Background: an optimization exercise with open tools, aiming at small area, a short achievable clock period and few clock cycles. Do not read the settings as production practice.
The RTL was checked by simulation tests, not by an equivalence proof against the original design.
Power figures rest on the tool's default switching activity, not on a simulated workload.

$ cat flow/run.sh
#!/bin/bash
# synth_recipe.tcl (not shown) runs the flow's synth.tcl, then flattens the netlist and writes it again
# the make line also repeats each setting of config.mk as NAME=value (left out here)
make -C /OpenROAD-flow-scripts/flow DESIGN_CONFIG=/design/flow/config.mk WORK_HOME=/design/flow/orfs CLKGATE_MAP_FILE= SYNTH_SCRIPT=/design/flow/synth_recipe.tcl finish
$ cat flow/config.mk
export PLATFORM = sky130hd
export DESIGN_NAME = zeus_core
export DESIGN_NICKNAME = zeus_core
export VERILOG_FILES = /design/flow/design.v
export SDC_FILE = /design/flow/constraint.sdc
export NUM_CORES = 4
export LEC_CHECK = 0
export CAP_MARGIN = 20
export CORE_MARGIN = 2
export CORE_UTILIZATION = 40
export PLACE_DENSITY = 0.6
export SLEW_MARGIN = 20
$ cat flow/constraint.sdc
create_clock -name core_clock -period 9.0 [get_ports {clk}]
set_input_delay 1.8000 -clock core_clock [delete_from_list [all_inputs] [get_ports {clk}]]
set_output_delay 1.8000 -clock core_clock [all_outputs]
set_load 0.01 [all_outputs]
$ cat flow/design.v
module zeus_core (
    input  wire         clk,
    input  wire         rst,
    input  wire         op_valid,
    input  wire         op_boot,       
    output wire         op_ready,
    output reg          done,
    output reg  [1:0]   result,        
    output reg  [2:0]   cycles,        
    output reg  [1:0]   fault_code,    
    output reg  [5:0]   fault_info,    
    output reg          mem_valid,
    output reg          mem_we,
    output reg  [15:0]  mem_addr,
    output reg  [15:0]  mem_wdata,
    input  wire         mem_ready,
    input  wire [15:0]  mem_rdata,
    output wire [1:0]   mode,
    output wire [15:0]  pc,
    output wire [15:0]  sp,
    output wire [15:0]  ex,
    output wire [15:0]  ia,
    output wire [127:0] regs
);
    localparam [1:0] MODE_HALTED  = 2'd0;
    localparam [1:0] MODE_READY   = 2'd1;
    localparam [1:0] MODE_FAULTED = 2'd2;
    localparam [1:0] RES_OK      = 2'd0;
    localparam [1:0] RES_FAULT   = 2'd1;
    localparam [1:0] RES_REFUSED = 2'd2;
    localparam [1:0] FLT_INVALID_OPERAND = 2'd1;
    localparam [1:0] FLT_UNIMPLEMENTED   = 2'd2;
    localparam [15:0] PROG_START = 16'h8000;
    localparam [15:0] SP_BOOT    = 16'h7fff;
    localparam [4:0] OP_NOP = 5'h00, OP_SET = 5'h01, OP_ADD = 5'h02,
                     OP_SUB = 5'h03, OP_MUL = 5'h04, OP_DIV = 5'h06,
                     OP_MOD = 5'h08, OP_AND = 5'h0a, OP_BOR = 5'h0b,
                     OP_XOR = 5'h0c, OP_SHR = 5'h0d, OP_SHL = 5'h0f,
                     OP_IFB = 5'h10, OP_IFC = 5'h11, OP_IFE = 5'h12,
                     OP_IFN = 5'h13, OP_IFG = 5'h14, OP_IFA = 5'h15,
                     OP_IFL = 5'h16, OP_IFU = 5'h17;
    localparam [3:0] S_IDLE    = 4'd0,
                     S_FETCH   = 4'd1,    
                     S_FETCH_W = 4'd2,    
                     S_DECODE  = 4'd3,    
                     S_EXTA    = 4'd4,    
                     S_EXTA_W  = 4'd5,
                     S_EXTB    = 4'd6,    
                     S_EXTB_W  = 4'd7,
                     S_RDA     = 4'd8,    
                     S_RDA_W   = 4'd9,
                     S_RDB     = 4'd10,   
                     S_RDB_W   = 4'd11,
                     S_EXEC    = 4'd12,   
                     S_DIV     = 4'd13,   
                     S_WRITE   = 4'd14,   
                     S_SKIP    = 4'd15;   
    reg [15:0] x [0:7];
    reg [15:0] pc_r, sp_r, ex_r, ia_r;
    reg [1:0]  mode_r;
    assign mode = mode_r;
    assign pc   = pc_r;
    assign sp   = sp_r;
    assign ex   = ex_r;
    assign ia   = ia_r;
    genvar gi;
    generate
        for (gi = 0; gi < 8; gi = gi + 1) begin : g_regs
            assign regs[16*gi +: 16] = x[gi];
        end
    endgenerate
    reg [3:0]  state;
    reg [15:0] iw;           
    reg [15:0] nxt;          
    reg [15:0] ext_a, ext_b;
    reg [15:0] va, vb;       
    reg [15:0] addr_b;       
    reg [15:0] wres;         
    reg        skip_wait;    
    reg [5:0]  div_cnt;
    reg [31:0] div_q;        
    reg [15:0] div_r;        
    wire [4:0] f_op = iw[4:0];
    wire [4:0] f_b  = iw[9:5];
    wire [5:0] f_a  = iw[15:10];
    wire a_is_reg = (f_a[5:3] == 3'b000);
    wire a_is_ind = (f_a[5:3] == 3'b001);
    wire a_is_off = (f_a[5:3] == 3'b010);
    wire a_is_bad = (f_a[5:3] == 3'b011);
    wire a_is_lit = f_a[5];
    wire b_is_reg = (f_b[4:3] == 2'b00);
    wire b_is_ind = (f_b[4:3] == 2'b01);
    wire b_is_off = (f_b[4:3] == 2'b10);
    wire b_is_bad = (f_b[4:3] == 2'b11);
    wire a_is_mem = a_is_ind | a_is_off;
    wire b_is_mem = b_is_ind | b_is_off;
    reg op_valid_code;
    always @(*) begin
        case (f_op)
            OP_NOP, OP_SET, OP_ADD, OP_SUB, OP_MUL, OP_DIV, OP_MOD,
            OP_AND, OP_BOR, OP_XOR, OP_SHR, OP_SHL,
            OP_IFB, OP_IFC, OP_IFE, OP_IFN, OP_IFG, OP_IFA, OP_IFL, OP_IFU:
                op_valid_code = 1'b1;
            default:
                op_valid_code = 1'b0;
        endcase
    end
    wire op_is_if   = (f_op[4:3] == 2'b10);
    wire op_reads_a = (f_op != OP_NOP);
    wire op_reads_b = (f_op != OP_NOP) && (f_op != OP_SET);
    wire [15:0] lit_a = {10'd0, f_a} - 16'h0021;
    wire [15:0] addr_a = x[f_a[2:0]] + (a_is_off ? ext_a : 16'h0000);
    wire [15:0] addr_bc = x[f_b[2:0]] + (b_is_off ? ext_b : 16'h0000);
    wire [15:0] skip_len = 16'd1 + {15'd0, (mem_rdata[15:13] == 3'b010)}
                                 + {15'd0, (mem_rdata[9:8] == 2'b10)};
    wire [16:0] add_full = {1'b0, vb} + {1'b0, va};
    wire [15:0] sub_res  = vb - va;
    wire [31:0] mul_full = vb * va;
    wire [31:0] shl_full = (va >= 16'd32) ? 32'd0 : ({16'd0, vb} << va[4:0]);
    wire [31:0] shr_full = (va >= 16'd32) ? 32'd0 : ({vb, 16'd0} >> va[4:0]);
    wire signed [15:0] svb = vb;
    wire signed [15:0] sva = va;
    reg        cond;
    always @(*) begin
        case (f_op)
            OP_IFB:  cond = (vb & va) != 16'd0;
            OP_IFC:  cond = (vb & va) == 16'd0;
            OP_IFE:  cond = vb == va;
            OP_IFN:  cond = vb != va;
            OP_IFG:  cond = vb > va;
            OP_IFA:  cond = svb > sva;
            OP_IFL:  cond = vb < va;
            default: cond = svb < sva;    
        endcase
    end
    reg [15:0] res_b, res_ex;
    reg        res_wex;
    always @(*) begin
        res_b   = va;
        res_ex  = ex_r;
        res_wex = 1'b0;
        case (f_op)
            OP_SET: res_b = va;
            OP_ADD: begin res_b = add_full[15:0]; res_ex = {15'd0, add_full[16]}; res_wex = 1'b1; end
            OP_SUB: begin res_b = sub_res; res_ex = (vb < va) ? 16'hffff : 16'h0000; res_wex = 1'b1; end
            OP_MUL: begin res_b = mul_full[15:0]; res_ex = mul_full[31:16]; res_wex = 1'b1; end
            OP_AND: res_b = vb & va;
            OP_BOR: res_b = vb | va;
            OP_XOR: res_b = vb ^ va;
            OP_SHR: begin res_b = shr_full[31:16]; res_ex = shr_full[15:0]; res_wex = 1'b1; end
            OP_SHL: begin res_b = shl_full[15:0]; res_ex = shl_full[31:16]; res_wex = 1'b1; end
            default: ;
        endcase
    end
    wire [16:0] div_trial = {div_r, div_q[31]} - {1'b0, va};
    wire        div_bit   = !div_trial[16];
    assign op_ready = (state == S_IDLE);
    always @(*) begin
        mem_valid = 1'b0;
        mem_we    = 1'b0;
        mem_addr  = 16'h0000;
        mem_wdata = 16'h0000;
        case (state)
            S_FETCH: begin mem_valid = 1'b1; mem_addr = pc_r; end
            S_EXTA:  begin mem_valid = 1'b1; mem_addr = nxt;  end
            S_EXTB:  begin mem_valid = 1'b1; mem_addr = nxt;  end
            S_RDA:   begin mem_valid = a_is_mem && op_reads_a; mem_addr = addr_a; end
            S_RDB:   begin mem_valid = b_is_mem && op_reads_b; mem_addr = addr_b; end
            S_WRITE: begin mem_valid = 1'b1; mem_we = 1'b1; mem_addr = addr_b; mem_wdata = wres; end
            S_SKIP:  begin mem_valid = !skip_wait; mem_addr = nxt; end
            default: ;
        endcase
    end
    integer i;
    task finish;
        input [1:0] res;
        begin
            done   <= 1'b1;
            result <= res;
            state  <= S_IDLE;
        end
    endtask
    task fault;
        input [1:0] code;
        input [5:0] info;
        begin
            finish(RES_FAULT);
            fault_code <= code;
            fault_info <= info;
            mode_r     <= MODE_FAULTED;
        end
    endtask
    task commit;
        input [15:0] next_pc;
        begin
            finish(RES_OK);
            pc_r <= next_pc;
        end
    endtask
    always @(posedge clk) begin
        if (rst) begin
            state      <= S_IDLE;
            done       <= 1'b0;
            result     <= RES_OK;
            cycles     <= 3'd0;
            fault_code <= 2'd0;
            fault_info <= 6'd0;
            mode_r     <= MODE_HALTED;
            pc_r       <= 16'h0000;
            sp_r       <= 16'h0000;
            ex_r       <= 16'h0000;
            ia_r       <= 16'h0000;
            for (i = 0; i < 8; i = i + 1)
                x[i] <= 16'h0000;
            iw         <= 16'h0000;
            nxt        <= 16'h0000;
            ext_a      <= 16'h0000;
            ext_b      <= 16'h0000;
            va         <= 16'h0000;
            vb         <= 16'h0000;
            addr_b     <= 16'h0000;
            wres       <= 16'h0000;
            skip_wait  <= 1'b0;
            div_cnt    <= 6'd0;
            div_q      <= 32'd0;
            div_r      <= 16'd0;
        end else begin
            done <= 1'b0;
            case (state)
                S_IDLE: begin
                    if (op_valid) begin
                        if (op_boot) begin
                            if (mode_r == MODE_HALTED) begin
                                for (i = 0; i < 8; i = i + 1)
                                    x[i] <= 16'h0000;
                                ex_r   <= 16'h0000;
                                ia_r   <= 16'h0000;
                                pc_r   <= PROG_START;
                                sp_r   <= SP_BOOT;
                                mode_r <= MODE_READY;
                                finish(RES_OK);
                            end else begin
                                finish(RES_REFUSED);
                            end
                        end else if (mode_r != MODE_READY) begin
                            finish(RES_REFUSED);
                        end else begin
                            state <= S_FETCH;
                        end
                    end
                end
                S_FETCH: if (mem_ready) state <= S_FETCH_W;
                S_FETCH_W: begin
                    iw    <= mem_rdata;
                    nxt   <= pc_r + 16'd1;
                    state <= S_DECODE;
                end
                S_DECODE: begin
                    cycles <= 3'd1 + {2'd0, a_is_off} + {2'd0, b_is_off};
                    if (a_is_bad)
                        fault(FLT_INVALID_OPERAND, {1'b0, f_a[4:0]});
                    else if (b_is_bad)
                        fault(FLT_INVALID_OPERAND, {1'b1, f_b});
                    else if (!op_valid_code)
                        fault(FLT_UNIMPLEMENTED, {1'b0, f_op});
                    else if (a_is_off)
                        state <= S_EXTA;
                    else if (b_is_off)
                        state <= S_EXTB;
                    else
                        state <= S_RDA;
                end
                S_EXTA: if (mem_ready) state <= S_EXTA_W;
                S_EXTA_W: begin
                    ext_a <= mem_rdata;
                    nxt   <= nxt + 16'd1;
                    state <= b_is_off ? S_EXTB : S_RDA;
                end
                S_EXTB: if (mem_ready) state <= S_EXTB_W;
                S_EXTB_W: begin
                    ext_b <= mem_rdata;
                    nxt   <= nxt + 16'd1;
                    state <= S_RDA;
                end
                S_RDA: begin
                    addr_b <= addr_bc;
                    if (a_is_lit) begin
                        va    <= lit_a;
                        state <= S_RDB;
                    end else if (a_is_reg || !op_reads_a) begin
                        va    <= x[f_a[2:0]];
                        state <= S_RDB;
                    end else if (mem_ready) begin
                        state <= S_RDA_W;
                    end
                end
                S_RDA_W: begin
                    va    <= mem_rdata;
                    state <= S_RDB;
                end
                S_RDB: begin
                    if (b_is_reg || !op_reads_b) begin
                        vb    <= x[f_b[2:0]];
                        state <= S_EXEC;
                    end else if (mem_ready) begin
                        state <= S_RDB_W;
                    end
                end
                S_RDB_W: begin
                    vb    <= mem_rdata;
                    state <= S_EXEC;
                end
                S_EXEC: begin
                    if (op_is_if) begin
                        if (cond) begin
                            commit(nxt);
                        end else begin
                            cycles    <= cycles + 3'd1;
                            skip_wait <= 1'b0;
                            state     <= S_SKIP;
                        end
                    end else if (f_op == OP_NOP) begin
                        commit(nxt);
                    end else if ((f_op == OP_DIV || f_op == OP_MOD) && va != 16'd0) begin
                        div_q   <= {vb, 16'd0};
                        div_r   <= 16'd0;
                        div_cnt <= (f_op == OP_DIV) ? 6'd32 : 6'd16;
                        state   <= S_DIV;
                    end else begin
                        if (f_op == OP_DIV || f_op == OP_MOD)
                            wres <= 16'd0;
                        else
                            wres <= res_b;
                        if (f_op == OP_DIV)
                            ex_r <= 16'd0;
                        else if (res_wex)
                            ex_r <= res_ex;
                        if (b_is_reg) begin
                            if (f_op == OP_DIV || f_op == OP_MOD)
                                x[f_b[2:0]] <= 16'd0;
                            else
                                x[f_b[2:0]] <= res_b;
                            commit(nxt);
                        end else begin
                            state <= S_WRITE;
                        end
                    end
                end
                S_DIV: begin
                    div_r   <= div_bit ? div_trial[15:0] : {div_r[14:0], div_q[31]};
                    div_q   <= {div_q[30:0], div_bit};
                    div_cnt <= div_cnt - 6'd1;
                    if (div_cnt == 6'd1) begin
                        if (f_op == OP_DIV) begin
                            wres <= div_q[30:15];
                            ex_r <= {div_q[14:0], div_bit};
                            if (b_is_reg) begin
                                x[f_b[2:0]] <= div_q[30:15];
                                commit(nxt);
                            end else begin
                                state <= S_WRITE;
                            end
                        end else begin
                            wres <= div_bit ? div_trial[15:0] : {div_r[14:0], div_q[31]};
                            if (b_is_reg) begin
                                x[f_b[2:0]] <= div_bit ? div_trial[15:0] : {div_r[14:0], div_q[31]};
                                commit(nxt);
                            end else begin
                                state <= S_WRITE;
                            end
                        end
                    end
                end
                S_WRITE: if (mem_ready) commit(nxt);
                S_SKIP: begin
                    if (!skip_wait) begin
                        if (mem_ready) skip_wait <= 1'b1;
                    end else begin
                        commit(nxt + skip_len);
                    end
                end
                default: state <= S_IDLE;
            endcase
        end
    end
endmodule
==> run summary <==
- Worst Hold Depth: 2
- Worst path most repeated cell: fa_1
- Slew @ Worst Pin: 1.14 ns
- Total Routing Usage GR: 32.0%
- EDFF count, synth: 128
- Worst path cell trace: clkinv_1 -> nor2_1 -> fa_1 -> inv_1 -> fa_1 -> fa_1 -> inv_1 -> fa_1 -> fa_1 -> inv_1 -> fa_1 -> inv_1 -> ha_1 -> o21ai_0 -> nand3b_1 -> o22ai_1 -> a2111oi_0 -> o211ai_1 -> a2111oi_0 -> nand3_1 -> o211ai_1 -> a22o_4 -> nor2_2
- Inserted Clock Buffers: 44
- DRC viols: 0
- Post-Syn Instances: 4114
- Leakage: 14.9 nW
- Clk Latency, worst-skew pair: 0.62 ns
- Critical path class: reg -> reg
- Hold buffers post-CTS: 0
- Antenna violations before repair: 4
- Post-synth design cell area: 34600 um2
- Post-route ant nets: 0
- WL/cell: 27.2 um
- Initial core utilization: 40.5%
- Clk_skew: 0.0342 ns
- Clock Path Buffers: 3
- Setup_tns: 0 ns
- Met2 Track Usage GR: 48.2%
- Slowest cell on the critical path: dfxtp_1
- Hpwl dp: 109 mm
- Ys flop type: dfxtp_1
- Nets@finish: 4625
- Final core utilization: 45.9%
- Setup WS post-layout: 1.32 ns
- Die X: 298 um
- Final setup viols: 0
- Number of synthesized register bits: 371
- Reg clk slew, reported paths: 0.07 ns
- Hold Vio Cnt, Final: 0
- Die H: 298 um
- # Post-CTS Setup Buffers: 0
- Drt initial violations: 4275
- Final Cell Area: 39200 um2
- Die ar.: 88800 um2
- Clock Sink Count: 371
- Area delta synth->final: 13.5%
- Max Cap Viol: 0
- CP required: 9.34 ns
- Path length in cells of the critical path: 23
- Routed WL: 146 mm
- Vias in the first global route: 31.4k
- CP Capture Type: flop
- Maximum clock rate: 130 MHz
- Via density: 6.17
- Dpl cell area: 37800 um2
- PD cells: 219 nW/um2
- GR Util met3: 7.29%
- Asr flop ratio synth: 0%
- Gr ovfl total: 0
- Final Slew Violations: 0
- Fill cell count: 8577
- Period Utilization, post-route: 85.4%
- Buf/Inv on CP: 5
- Pre-CTS WS: 1.62 ns
- Status: finished clean
- Post-synthesis average cell area: 8.40 um2
- Met1 GRT Util: 43.5%
- Global-route wire length before repair: 214 mm
- Gpl congestion: 1.01
- Share of layout cells above drive strength 1: 8.95%
- DR pass1 iterations: 8
- Reg2Reg Depth: 23
- RSZ-0062 raised after global routing: false
- I/O pins: 264
- Worst EP arrival: 8.02 ns
- Port buffer count: 246
- VDD IR max: 0.194 mV
- Top delay family on crit path: adder cells
- Netlist cell types: 104
- Crit path largest cell delay: 0.80 ns
- Total chip power: 8.58 mW
- Via count: 33.1k
- Gr busiest metal: met2
- Crit path max fanout: 11
- Core area: 85400 um2
- Normalized max-slew margin: 24.2%
- Root Driver: clkbuf_16
- Ys Warns: 1
- CTS tree: built
- Sequential-to-total area share from yosys stat: 25.2%
- Hold WC Path Type: reg -> reg
- Maximum number of pins on one net before global-route repair: 79
- Post-CTS resize count: 0
- Critical path launch point type: flop
- Row count: 107
- CTS H-tree depth: 2
- Fin crit period: 7.68 ns
layer usage:
layer,vias up,share of wire (%)
li1,14500,-
met1,16200,40
met2,2036,43
met3,404,11
met4,4,5.4
met5,-,0.012
where the power goes:
group          internal (mW)  switching, mW  total (mW)
Combinational           1.56           2.90        4.46
Sequential              1.93          0.344        2.28
Clock                   1.04          0.805        1.84
cell usage in the layout, fill, tap and decap left out, drive strengths merged, types with 51 or more instances in the layout:
| master | Yosys | final |
|---|---|---|
| a21oi | 285 | 285 |
| a22oi | 52 | 52 |
| and2 | 68 | 68 |
| buf | 113 | 86 |
| clkbuf | 203 | 57 |
| clkdlybuf4s50 | 0 | 245 |
| dfxtp | 243 | 243 |
| edfxtp | 128 | 128 |
| fa | 200 | 200 |
| ha | 213 | 213 |
| inv | 312 | 314 |
| mux2 | 52 | 52 |
| mux2i | 51 | 51 |
| mux4 | 81 | 81 |
| nand2 | 526 | 526 |
| nand3 | 99 | 99 |
| nor2 | 515 | 515 |
| nor3 | 87 | 87 |
| o21ai | 203 | 203 |
| xnor2 | 53 | 53 |
flip-flops by register name, summed over array words and instances (netlist names), 2 cells and up, named ones only:
name / count
vb: 16
fault_info: 6
div_r: 16
fault_code: 2
ext_b: 16
mode_r: 2
div_q: 32
x: 128
ext_a: 16
va: 16
result: 2
state: 4
ex_r: 16
cycles: 3
pc_r: 16
nxt: 16
addr_b: 16
iw: 16
wres: 16
div_cnt: 6
cell usage after synthesis (21+ instances only):
library cell  count  area [um2]
clkbuf_1        203         762
xnor2_1          53         464
nand2_1         525        1970
mux4_2           81        1820
dfxtp_1         243        4860
buf_2            45         225
nand3_1          97         485
nand2b_1         32         200
a31oi_1          37         231
buf_1            26        97.6
and2_1           64         400
xor2_1           29         254
a22oi_1          52         390
nor3_1           81         405
a221oi_1         26         228
fa_1            200        4000
nor4_1           26         163
edfxtp_1        128        3840
nor2b_1          31         194
o211ai_1         44         330
a21oi_1         284        1420
a21o_1           23         173
o22ai_1          21         131
mux2i_1          51         510
a22o_1           23         201
nor2_2           24         150
mux2_2           52         586
o21ai_0         192         961
buf_4            38         285
inv_1           306        1150
nor2_1          490        1840
a211oi_1         43         323
ha_1            213        2670
path summary, 6_finish.rpt:
path	start	endpoint	slack (ns)
setup / recovery	vb[7]	x[4][14]	1.32
hold / removal	ext_b[10]	ext_b[10]	0.45
hold reg to reg	ext_b[10]	ext_b[10]	0.45
setup reg to reg	vb[7]	x[4][14]	1.32
kinds of logic after synthesis:
logic type      after synthesis  synth area share, %
compound gates              953                 18.2
buf+inv                     636                 7.59
simple gates               1474                 19.2
flops                       371                 25.2
other cells                   1               0.0108
fa+ha+maj                   413                 19.3
mux                         184                 8.45
xor+xnor                     82                 2.08
final cells by class:
type | count | area, um2 | area share, %
clock inverter | 21 | 255 | 0.650
sequential | 371 | 8720 | 22.2
clock buffer | 57 | 1170 | 2.98
antenna | 1 | 2.50 | 0.00638
timing repair buffer | 331 | 3110 | 7.94
tap | 1144 | 1430 | 3.65
multi-input combinational | 3123 | 23300 | 59.5
inverter | 320 | 1200 | 3.06
worst register-to-register path, stage by stage (launching register included):
cell       delay [ns]
dfxtp_1          0.80
clkinv_1         0.61
nor2_1           0.26
fa_1             0.45
inv_1            0.09
fa_1             0.43
fa_1             0.52
inv_1            0.05
fa_1             0.49
fa_1             0.49
inv_1            0.05
fa_1             0.48
inv_1            0.05
ha_1             0.39
o21ai_0          0.13
nand3b_1         0.15
o22ai_1          0.10
a2111oi_0        0.45
o211ai_1         0.18
a2111oi_0        0.42
nand3_1          0.29
o211ai_1         0.20
a22o_4           0.25
nor2_2           0.06
metrics by stage:
step / hold slack [ns] / instances
2_1_floorplan: 0.431 / 4130
3_3_place_gp: 0.437 / 5288
3_5_place_dp: 0.443 / 5289
4_1_cts: 0.451 / 5367
5_1_grt: 0.468 / 5367
6_report: 0.451 / 5368
Testbench counts, summed over its fixed seeds: cycles 128,098.

-- afterwards: timing with drivers on the ports --
In the flow no input, the clock included, has a driving cell. The finished layout below was timed again as built, in two steps.
Step 1, drivers: a clkbuf_16 drives clk and a buf_2 each remaining input, both assumed.
Step 2 also shifts input and output timing later by t, the mid clock arrival at the registers, as if the neighbouring blocks saw the same clock.
Three values: ideal, step 1, step 2; two values: the first two.
t, ns: 0.664
setup slack, ns: 1.317 / 1.317 / 1.317
slew at the worst register clock pin (ns): 0.07 / 0.07
After both steps setup and hold are still met in this run. The setup slack of this run moves by 0.000 ns with the drivers and by 0.000 ns with both steps.
